Background: an optimization exercise with open tools, aiming at small area, a short achievable clock period and few clock cycles per item. Do not read the settings as production practice.
Function was checked by simulation only, so behaviour that the tests miss may differ from the original.

File: flow/config.mk
export PLATFORM = sky130hd
export DESIGN_NAME = nt_unit
export DESIGN_NICKNAME = nt_unit
export VERILOG_FILES = /design/flow/design.v
export SDC_FILE = /design/flow/constraint.sdc
export NUM_CORES = 4
export LEC_CHECK = 0
export CAP_MARGIN = 20
export CORE_MARGIN = 2
export CORE_UTILIZATION = 40
export PLACE_DENSITY = 0.6
export SLEW_MARGIN = 20
File: flow/constraint.sdc
create_clock -name core_clock -period 15.0 [get_ports {clk}]
set_input_delay 3.0000 -clock core_clock [delete_from_list [all_inputs] [get_ports {clk}]]
set_output_delay 3.0000 -clock core_clock [all_outputs]
set_load 0.01 [all_outputs]
File: flow/run.sh
#!/bin/bash
# synth_recipe.tcl (not shown) runs the flow's synth.tcl, then flattens the netlist and writes it again
# the make line also repeats each setting of config.mk as NAME=value (left out here)
make -C /OpenROAD-flow-scripts/flow DESIGN_CONFIG=/design/flow/config.mk WORK_HOME=/design/flow/orfs CLKGATE_MAP_FILE= SYNTH_SCRIPT=/design/flow/synth_recipe.tcl finish
File: flow/design.v
module nt_unit (
    input  wire        clk,
    input  wire        rst,
    input  wire        start,
    input  wire [2:0]  op,
    input  wire [63:0] opa,
    input  wire [63:0] opb,
    input  wire [63:0] opc,
    output wire        ready,
    output reg         done,
    output reg  [7:0]  err,
    output wire [63:0] res0,
    output wire [63:0] res1,
    output wire [63:0] res2
);
    localparam [2:0] OP_EGCD   = 3'd0,
                     OP_MODINV = 3'd1,
                     OP_POW    = 3'd2,
                     OP_ISPOW2 = 3'd3,
                     OP_BITREV = 3'd4;
    localparam [7:0] E_NONE        = 8'h00,
                     E_INVALID_GCD = 8'h06,
                     E_INVALID_EXP = 8'h07,
                     E_ILLEGAL     = 8'h10,
                     E_INVALID_MOD = 8'h13,
                     E_OPERAND_RNG = 8'h15;
    localparam [4:0] S_IDLE = 5'd0,
                     S_DEC  = 5'd1,
                     S_G    = 5'd2,    
                     S_D    = 5'd3,    
                     S_NEG  = 5'd4,    
                     S_CONV = 5'd5,    
                     S_XLD  = 5'd6,    
                     S_LOOP = 5'd7,    
                     S_MM   = 5'd8,    
                     S_MMC  = 5'd9,    
                     S_FIN  = 5'd10,   
                     S_FB1  = 5'd11,   
                     S_FB2  = 5'd12,   
                     S_FB3  = 5'd13,   
                     S_FB4  = 5'd14,   
                     S_EEND = 5'd15,   
                     S_INV3 = 5'd16,   
                     S_BREV = 5'd17,
                     S_FBE  = 5'd18;   
    localparam [1:0] M_EGCD = 2'd0, M_INV = 2'd1, M_RED = 2'd2;
    localparam [1:0] D_P = 2'd0, D_X = 2'd1, D_FIN = 2'd2;
    reg [4:0]  state;
    reg        rdy;
    reg        go;
    reg [2:0]  opq;
    reg [1:0]  emode;
    reg        neg;         
    reg        flip;
    reg        pvalid;
    reg        modd;        
    reg [1:0]  dest;
    reg [6:0]  cnt;
    reg [4:0]  nd;          
    reg [3:0]  mu;          
    reg        en0, en12;
    reg [63:0] R0, R1, S0, S1, T0, T1;
    reg [63:0] C;           
    reg [63:0] E;           
    reg [63:0] X, P;
    reg [63:0] AS;
    reg [65:0] CS, CC;
    reg        cin;
    assign ready = rdy;
    assign res0  = R0 & {64{en0}};
    assign res1  = S0 & {64{en12}};
    assign res2  = T0 & {64{en12}};
    reg [63:0] xop;
    reg        rcin;
    always @(*) begin
        case (state)
            S_G:                 xop = {1'b0, R0[63:1]};
            S_CONV, S_FB1:       xop = {R0[62:0], 1'b0};
            default:             xop = R0;
        endcase
        rcin = !(state == S_NEG || state == S_INV3);
    end
    wire [64:0] rs  = {1'b0, xop} + {1'b0, ~R1} + {64'd0, rcin};
    wire        rge = rs[64];
    wire [63:0] rdf = rs[63:0];
    wire [63:0] rrev = ~rs[63:0];    
    wire [63:0] sdf = S0 - S1;
    wire [63:0] tdf = T0 - T1;
    wire        r1z = (R1 == 64'd0);
    wire        r0z = (R0 == 64'd0);
    wire        ez  = (E == 64'd0);
    wire [63:0] absin = (state == S_EEND) ? S0 : R0;
    wire [63:0] absv  = absin[63] ? (~absin + 64'd1) : absin;
    function [139:0] csa;    
        input [69:0] a, b, c;
        begin
            csa[69:0]   = a ^ b ^ c;
            csa[139:70] = {((a & b) | (a & c) | (b & c)), 1'b0} ;
        end
    endfunction
    wire [3:0] ad = AS[3:0];
    wire [3:0] u4 = CS[3:0] + CC[3:0] + {3'd0, cin} + (ad * X[3:0]);
    wire [3:0] q  = u4 * mu;
    wire [69:0] p0 = ad[0] ? {6'd0, X}       : 70'd0;
    wire [69:0] p1 = ad[1] ? {5'd0, X, 1'b0} : 70'd0;
    wire [69:0] p2 = ad[2] ? {4'd0, X, 2'd0} : 70'd0;
    wire [69:0] p3 = ad[3] ? {3'd0, X, 3'd0} : 70'd0;
    wire [69:0] q0 = q[0] ? {6'd0, C}       : 70'd0;
    wire [69:0] q1 = q[1] ? {5'd0, C, 1'b0} : 70'd0;
    wire [69:0] q2 = q[2] ? {4'd0, C, 2'd0} : 70'd0;
    wire [69:0] q3 = q[3] ? {3'd0, C, 3'd0} : 70'd0;
    wire [139:0] l1a = csa({4'd0, CS}, {4'd0, CC}, p0);
    wire [139:0] l1b = csa(p1, p2, p3);
    wire [69:0]  l1ac = l1a[139:70] | {69'd0, cin};
    wire [139:0] l2  = csa(l1a[69:0], l1ac, l1b[69:0]);
    wire [139:0] l3  = csa(l2[69:0], l2[139:70], l1b[139:70]);
    wire [139:0] l4a = csa(l3[69:0], l3[139:70], q0);
    wire [139:0] l4b = csa(q1, q2, q3);
    wire [139:0] l5  = csa(l4a[69:0], l4a[139:70], l4b[69:0]);
    wire [139:0] l6  = csa(l5[69:0], l5[139:70], l4b[139:70]);
    wire [69:0]  vs  = l6[69:0];
    wire [69:0]  vc  = l6[139:70];
    wire [65:0]  cpa = CS + CC + {65'd0, cin};
    wire        a_neg   = R0[63];
    wire        b_neg   = R1[63];
    wire        c_le0   = C[63] || (C == 64'd0);
    wire        b_le0   = R1[63] || r1z;
    wire        b_m1    = (R1 == 64'hFFFF_FFFF_FFFF_FFFF);
    wire [63:0] r0m1    = R0 - 64'd1;
    wire        is_pow2 = !R0[63] && !R0[0] && !r0z && ((R0 & r0m1) == 64'd0);
    reg [6:0] cw;
    integer i;
    always @(*) begin
        cw = 7'd0;
        for (i = 0; i < 64; i = i + 1)
            if (C[i]) cw = i + 1;
    end
    wire [6:0] cw5 = cw + 7'd5;
    wire [4:0] ndv = cw5[6:2];
    reg [3:0] muv;
    always @(*) begin
        case (C[3:1])
            3'd0: muv = 4'd15;   
            3'd1: muv = 4'd5;    
            3'd2: muv = 4'd3;    
            3'd3: muv = 4'd9;    
            3'd4: muv = 4'd7;    
            3'd5: muv = 4'd13;   
            3'd6: muv = 4'd11;   
            default: muv = 4'd1;  
        endcase
    end
    always @(posedge clk) begin
        if (rst) begin
            state <= S_IDLE;
            rdy   <= 1'b0;
            done  <= 1'b0;
            go    <= 1'b0;
            err   <= 8'd0;
            en0   <= 1'b0;
            en12  <= 1'b0;
        end else begin
            done <= 1'b0;
            case (state)
            S_IDLE: begin
                rdy <= 1'b1;
                R0  <= opa;
                R1  <= opb;
                C   <= opc;
                opq <= op;
                if (start && rdy) begin
                    rdy   <= 1'b0;
                    state <= S_DEC;
                end
            end
            S_DEC: begin
                err  <= E_NONE;
                en0  <= 1'b1;
                en12 <= 1'b0;
                neg  <= a_neg;
                S0   <= a_neg ? 64'hFFFF_FFFF_FFFF_FFFF : 64'd1;
                S1   <= 64'd0;
                T0   <= 64'd0;
                T1   <= 64'd1;
                cnt  <= 7'd0;
                pvalid <= 1'b0;
                case (opq)
                OP_EGCD: begin
                    if (a_neg || b_neg) begin
                        err   <= E_OPERAND_RNG;
                        en0   <= 1'b0;
                        done  <= 1'b1;
                        rdy   <= 1'b1;
                        state <= S_IDLE;
                    end else begin
                        S0    <= 64'd1;
                        emode <= M_EGCD;
                        en12  <= 1'b1;
                        state <= S_G;
                    end
                end
                OP_MODINV: begin
                    if (b_le0) begin
                        err   <= E_INVALID_MOD;
                        en0   <= 1'b0;
                        done  <= 1'b1;
                        rdy   <= 1'b1;
                        state <= S_IDLE;
                    end else begin
                        R0    <= absv;
                        C     <= R1;
                        emode <= M_INV;
                        state <= S_G;
                    end
                end
                OP_POW: begin
                    if (R1[63] && !b_m1) begin
                        err   <= E_INVALID_EXP;
                        en0   <= 1'b0;
                        done  <= 1'b1;
                        rdy   <= 1'b1;
                        state <= S_IDLE;
                    end else if (c_le0) begin
                        err   <= E_INVALID_MOD;
                        en0   <= 1'b0;
                        done  <= 1'b1;
                        rdy   <= 1'b1;
                        state <= S_IDLE;
                    end else begin
                        R0    <= absv;
                        R1    <= C;
                        E     <= R1;
                        nd    <= ndv;
                        mu    <= muv;
                        modd  <= C[0];
                        emode <= b_m1 ? M_INV : M_RED;
                        state <= S_G;
                    end
                end
                OP_ISPOW2: begin
                    R0    <= {63'd0, is_pow2};
                    done  <= 1'b1;
                    rdy   <= 1'b1;
                    state <= S_IDLE;
                end
                OP_BITREV: begin
                    if (R1 > 64'd64) begin
                        err   <= E_OPERAND_RNG;
                        en0   <= 1'b0;
                        done  <= 1'b1;
                        rdy   <= 1'b1;
                        state <= S_IDLE;
                    end else begin
                        S0  <= R0;
                        R0  <= 64'd0;
                        cnt <= R1[6:0];
                        if (R1[6:0] == 7'd0) begin
                            done  <= 1'b1;
                            rdy   <= 1'b1;
                            state <= S_IDLE;
                        end else
                            state <= S_BREV;
                    end
                end
                default: begin
                    err   <= E_ILLEGAL;
                    en0   <= 1'b0;
                    done  <= 1'b1;
                    rdy   <= 1'b1;
                    state <= S_IDLE;
                end
                endcase
            end
            S_BREV: begin
                R0  <= {R0[62:0], S0[0]};
                S0  <= {1'b0, S0[63:1]};
                cnt <= cnt - 7'd1;
                if (cnt == 7'd1) begin
                    done  <= 1'b1;
                    rdy   <= 1'b1;
                    state <= S_IDLE;
                end
            end
            S_G: begin
                if (r1z && emode != M_RED) begin
                    state <= S_EEND;
                end else if (rge) begin
                    R1  <= {R1[62:0], 1'b0};
                    S1  <= {S1[62:0], 1'b0};
                    T1  <= {T1[62:0], 1'b0};
                    cnt <= cnt + 7'd1;
                end else begin
                    state <= S_D;
                end
            end
            S_D: begin
                if (cnt != 7'd0) begin
                    if (rge) begin
                        R0 <= rdf;
                        S0 <= sdf;
                        T0 <= tdf;
                    end
                    R1  <= {1'b0, R1[63:1]};
                    S1  <= {S1[63], S1[63:1]};
                    T1  <= {T1[63], T1[63:1]};
                    cnt <= cnt - 7'd1;
                end else if (emode == M_RED) begin
                    if (rge) R0 <= rdf;
                    state <= S_NEG;
                end else begin
                    R0 <= R1;
                    R1 <= rge ? rdf : R0;
                    S0 <= S1;
                    S1 <= rge ? sdf : S0;
                    T0 <= T1;
                    T1 <= rge ? tdf : T0;
                    state <= S_G;
                end
            end
            S_EEND: begin
                if (emode == M_EGCD) begin
                    done  <= 1'b1;
                    rdy   <= 1'b1;
                    state <= S_IDLE;
                end else if (R0 != 64'd1) begin
                    err   <= E_INVALID_GCD;
                    en0   <= 1'b0;
                    done  <= 1'b1;
                    rdy   <= 1'b1;
                    state <= S_IDLE;
                end else begin
                    R0    <= absv;
                    flip  <= S0[63];
                    R1    <= C;
                    state <= S_INV3;
                end
            end
            S_INV3: begin
                if (flip) R0 <= rrev;
                done  <= 1'b1;
                rdy   <= 1'b1;
                state <= S_IDLE;
            end
            S_NEG: begin
                if (neg && !r0z) R0 <= rrev;
                cnt <= {nd, 2'b00};
                state <= modd ? S_CONV : S_XLD;
            end
            S_CONV: begin
                R0  <= rge ? rdf : {R0[62:0], 1'b0};
                cnt <= cnt - 7'd1;
                if (cnt == 7'd1) state <= S_XLD;
            end
            S_XLD: begin
                X     <= R0;
                state <= S_LOOP;
            end
            S_LOOP: begin
                CS  <= 66'd0;
                CC  <= 66'd0;
                cin <= 1'b0;
                R0  <= 64'd0;
                if (ez) begin
                    if (!pvalid) begin
                        R0    <= {63'd0, (C != 64'd1)};
                        done  <= 1'b1;
                        rdy   <= 1'b1;
                        state <= S_IDLE;
                    end else if (modd) begin
                        AS    <= P;
                        X     <= 64'd1;
                        dest  <= D_FIN;
                        cnt   <= {2'b00, nd};
                        state <= S_MM;
                    end else begin
                        R0    <= P;
                        done  <= 1'b1;
                        rdy   <= 1'b1;
                        state <= S_IDLE;
                    end
                end else if (E[0]) begin
                    E[0] <= 1'b0;
                    if (!pvalid) begin
                        P      <= X;
                        pvalid <= 1'b1;
                    end else begin
                        AS    <= P;
                        dest  <= D_P;
                        cnt   <= modd ? {2'b00, nd} : 7'd64;
                        state <= modd ? S_MM : S_FB1;
                    end
                end else begin
                    E     <= {1'b0, E[63:1]};
                    AS    <= X;
                    dest  <= D_X;
                    cnt   <= modd ? {2'b00, nd} : 7'd64;
                    state <= modd ? S_MM : S_FB1;
                end
            end
            S_MM: begin
                CS  <= vs[69:4];
                CC  <= vc[69:4];
                cin <= |vs[3:0];
                AS  <= {4'd0, AS[63:4]};
                cnt <= cnt - 7'd1;
                if (cnt == 7'd1) state <= S_MMC;
            end
            S_MMC: begin
                case (dest)
                    D_P:     begin P  <= cpa[63:0]; state <= S_LOOP; end
                    D_X:     begin X  <= cpa[63:0]; state <= S_LOOP; end
                    default: begin R0 <= cpa[63:0]; state <= S_FIN;  end
                endcase
            end
            S_FIN: begin
                if (rge) R0 <= rdf;
                done  <= 1'b1;
                rdy   <= 1'b1;
                state <= S_IDLE;
            end
            S_FB1: begin
                R0  <= rge ? rdf : {R0[62:0], 1'b0};
                AS  <= {AS[62:0], 1'b0};
                cnt <= cnt - 7'd1;
                if (AS[63])
                    state <= S_FB2;
                else if (cnt == 7'd1)
                    state <= S_FBE;
            end
            S_FB2: begin
                CS  <= {2'd0, R0};
                CC  <= {2'd0, X};
                cin <= 1'b0;
                state <= S_FB3;
            end
            S_FB3: begin
                R0    <= cpa[63:0];
                state <= S_FB4;
            end
            S_FB4: begin
                if (rge) R0 <= rdf;
                if (cnt == 7'd0) state <= S_FBE;
                else             state <= S_FB1;
            end
            S_FBE: begin
                CS    <= {2'd0, R0};
                CC    <= 66'd0;
                cin   <= 1'b0;
                state <= S_MMC;
            end
            default: state <= S_IDLE;
            endcase
        end
    end
endmodule
==> results.txt <==
# Post-CTS Setup Buffers: 0
clk slew on worst S/H paths: 60 ps
area leader, netlist: edfxtp_1
Synth async-reset ratio: 0%
clock latency on the worst-skew pair: 790 ps
Worst Path Max Fanout: 67
critical path class: reg -> reg
Slew headroom: 17.0%
Highest Clock Rate: 0.0984 GHz
synthesis-stage register bit count: 874
Iter 0 DRT Violations: 12400
most frequent cell after synthesis: nand2_1
Worst path slowest cell: dfxtp_2
Core Area: 207000 um^2
Setup crit start kind: flip-flop
htree depth: 3
largest net degree at the start of global routing: 133
RSZ-0062 raised after global routing: no
clock root buffer: clkbuf_16
Required @ worst endpoint: 15510 ps
final wirelength: 392 mm
Filler Cell Count: 20000
post-DP HPWL: 283 mm
Synth warnings: 1
Area contributors post-synth: edfxtp_1 31%, fa_1 12%, o21ai_0 5.4%, and2_1 4.9%, nand2_1 4.8%
final worst path period share: 67.7%
Avg WL per Cell: 31.4 um
register area share after synthesis: 31.2%
Netlist Area Pre-Place: 83600 um^2
type of the most critical hold path: reg -> reg
Routed Antenna Nets: 0
Global Route Usage Sum: 36.0%
Fin. Hold Viols: 0
drt drc: 0
worst-margin pin slew: 1240 ps
share of the synthesized area in the top cell type: 30.9%
design area: 94100 um^2
setup TNS: 0 ps
num rows: 167
syn_area_per_cell: 8.74 um^2
I/O pins: 400
Initial Util: 40.3%
Worst Path Buf+Inv: 8
Vias/cell: 6.48
area delta synth->final: 12.6%
max-slew violation count: 0
die area: 213000 um^2
critical path's most frequent cell: buf_4
CTS Buf Count: 111
hold buffers post-CTS: 0
vias in the first global route: 78300
Crit path max-delay family: buffers and inverters
layout cell share with drive strength beyond 1: 5.26%
CP max stage delay: 1050 ps
critical path arrival: 10670 ps
synthesized netlist cell count: 9566
final critical-path required period: 10160 ps
global route overflow: 0
Post-synth top cells: 1074 x nand2_1, 904 x o21ai_0, 861 x edfxtp_1
EDFF count, synth: 861
CP Capture Type: flip-flop
outcome: timing/DRC/antenna clean
number of antenna violations at the first check in global routing: 8
CTS Buffer Depth: 3
distinct cell type count after synthesis: 104
die height: 461 um
CTS tree: built
# setup viols final: 0
Nets: 10600
Synth Flop Type: edfxtp_1
Die Wd: 461 um
DP Area: 90400 um^2
CTS resizes: 0
final core area utilization: 45.4%
Placer Congestion: 1.06
clk sinks: 874
DRT Pass-1 Iters: 12
routed vias: 80900
global-route wire length before repair: 560 mm
number of max-cap violations: 0
PortBufs: 395
critical-path cell list: buf_4 -> xnor2_1 -> nor4_2 -> buf_4 -> inv_1 -> buf_4 -> fa_1 -> inv_1 -> fa_1 -> nor2b_1 -> o31a_1 -> o2111ai_1 -> a311oi_1 -> o311ai_2 -> a211oi_2 -> a221oi_4 -> buf_4 -> buf_4 -> buf_4 -> nor4_1 -> mux4_2 -> a221o_1
clk_skew: 38.6 ps
==> placed cells by master (no fill, tap or decap), types with 280 or more instances in the layout <==
| cell | count |
|---|---|
| nor2_1 | 595 |
| clkdlybuf4s50_1 | 394 |
| o21ai_0 | 904 |
| and2_1 | 653 |
| ha_1 | 280 |
| a21oi_1 | 687 |
| nand2_1 | 1062 |
| inv_1 | 696 |
| fa_1 | 518 |
| edfxtp_1 | 861 |
==> registers in the layout, indices dropped and copies added, names as in the netlist, 3 cells and up <==
signal	flops
CC	65
CS	65
AS	64
C	64
E	64
P	64
R0	64
R1	64
S0	64
S1	64
T0	64
T1	64
X	64
cnt	7
nd	5
state	5
err	4
mu	3
opq	3
==> cell families after synthesis <==
group,after synthesis,share of synthesized area [%]
buffers and inverters,1388,6.36
other,1,0.00448
adder cells (fa/ha/maj),806,16.7
multiplexers,156,1.89
AND/OR/NAND/NOR,2951,16.9
AO/OA/AOI/OAI,3040,23.3
XOR/XNOR,350,3.66
flip-flops,874,31.2
==> final timing paths <==
check,start,end,slack [ps],depth (start not counted)
setup / recovery,state[2],T1[63],4840,22
hold / removal,E[59],E[58],560,2
setup reg to reg,state[2],T1[63],4840,22
hold reg to reg,E[59],E[58],560,2
==> final cells by class <==
| class | instances | area, um^2 | area share [%] |
|---|---|---|---|
| antenna | 10 | 25.0 | 0.0266 |
| clock buffer | 136 | 2990 | 3.17 |
| clock inverter | 70 | 702 | 0.746 |
| inverter | 698 | 2620 | 2.79 |
| multi-input combinational | 7307 | 52700 | 56.0 |
| sequential | 874 | 26100 | 27.7 |
| tap | 2788 | 3490 | 3.71 |
| timing repair buffer | 597 | 5500 | 5.84 |
==> metal layers <==
layer | up-vias | share of wire (%) | GRT usage [%]
met5 | - | 0.0036 | 0
met4 | 2 | 7.1 | 21.6
met3 | 1093 | 12 | 8.38
met2 | 5840 | 41 | 52.0
met1 | 39700 | 39 | 48.8
li1 | 34300 | - | -
==> tightest hold or removal path, cell delays in order, from the launching register on <==
cell	delay (ps)
edfxtp_1	350
nand2_1	50
o21ai_0	60
==> per-stage QoR <==
stage | hold WS, ps | instances | setup WS (ps)
floorplan | 424 | 9569 | 960
finish | 562 | 12500 | 4840
global route | 589 | 12500 | 4790
CTS | 565 | 12500 | 5260
global placement | 531 | 12300 | 5400
detailed placement | 550 | 12300 | 5280
Testbench counts, summed over its fixed seeds: cycles 649,669, ops 2,000.

==> separate check: timing with driven ports <==
The flow's constraints put no driver on any port. The routed layout listed below was extracted and timed again, unchanged, in two steps.
Step 1 sets driving cells, clkbuf_16 on the clock port and buf_2 on the other inputs (assumed; they add their load-dependent delay and slew).
Step 2, shift: input delay + t, output delay - t, t = (earliest + latest rising clock arrival at the registers) / 2. This alone moves slack from input paths to output paths.
a / b / c = ideal / step 1 / step 2; a / b = the first two.
t, ns: 0.857
setup WS [ns]: 4.841 / 4.841 / 4.841
clock arrival spread, ns: 0.039 / 0.039
After both steps setup and hold are still met in this run. The setup slack of this run moves by 0.000 ns with the drivers and by 0.000 ns with both steps.
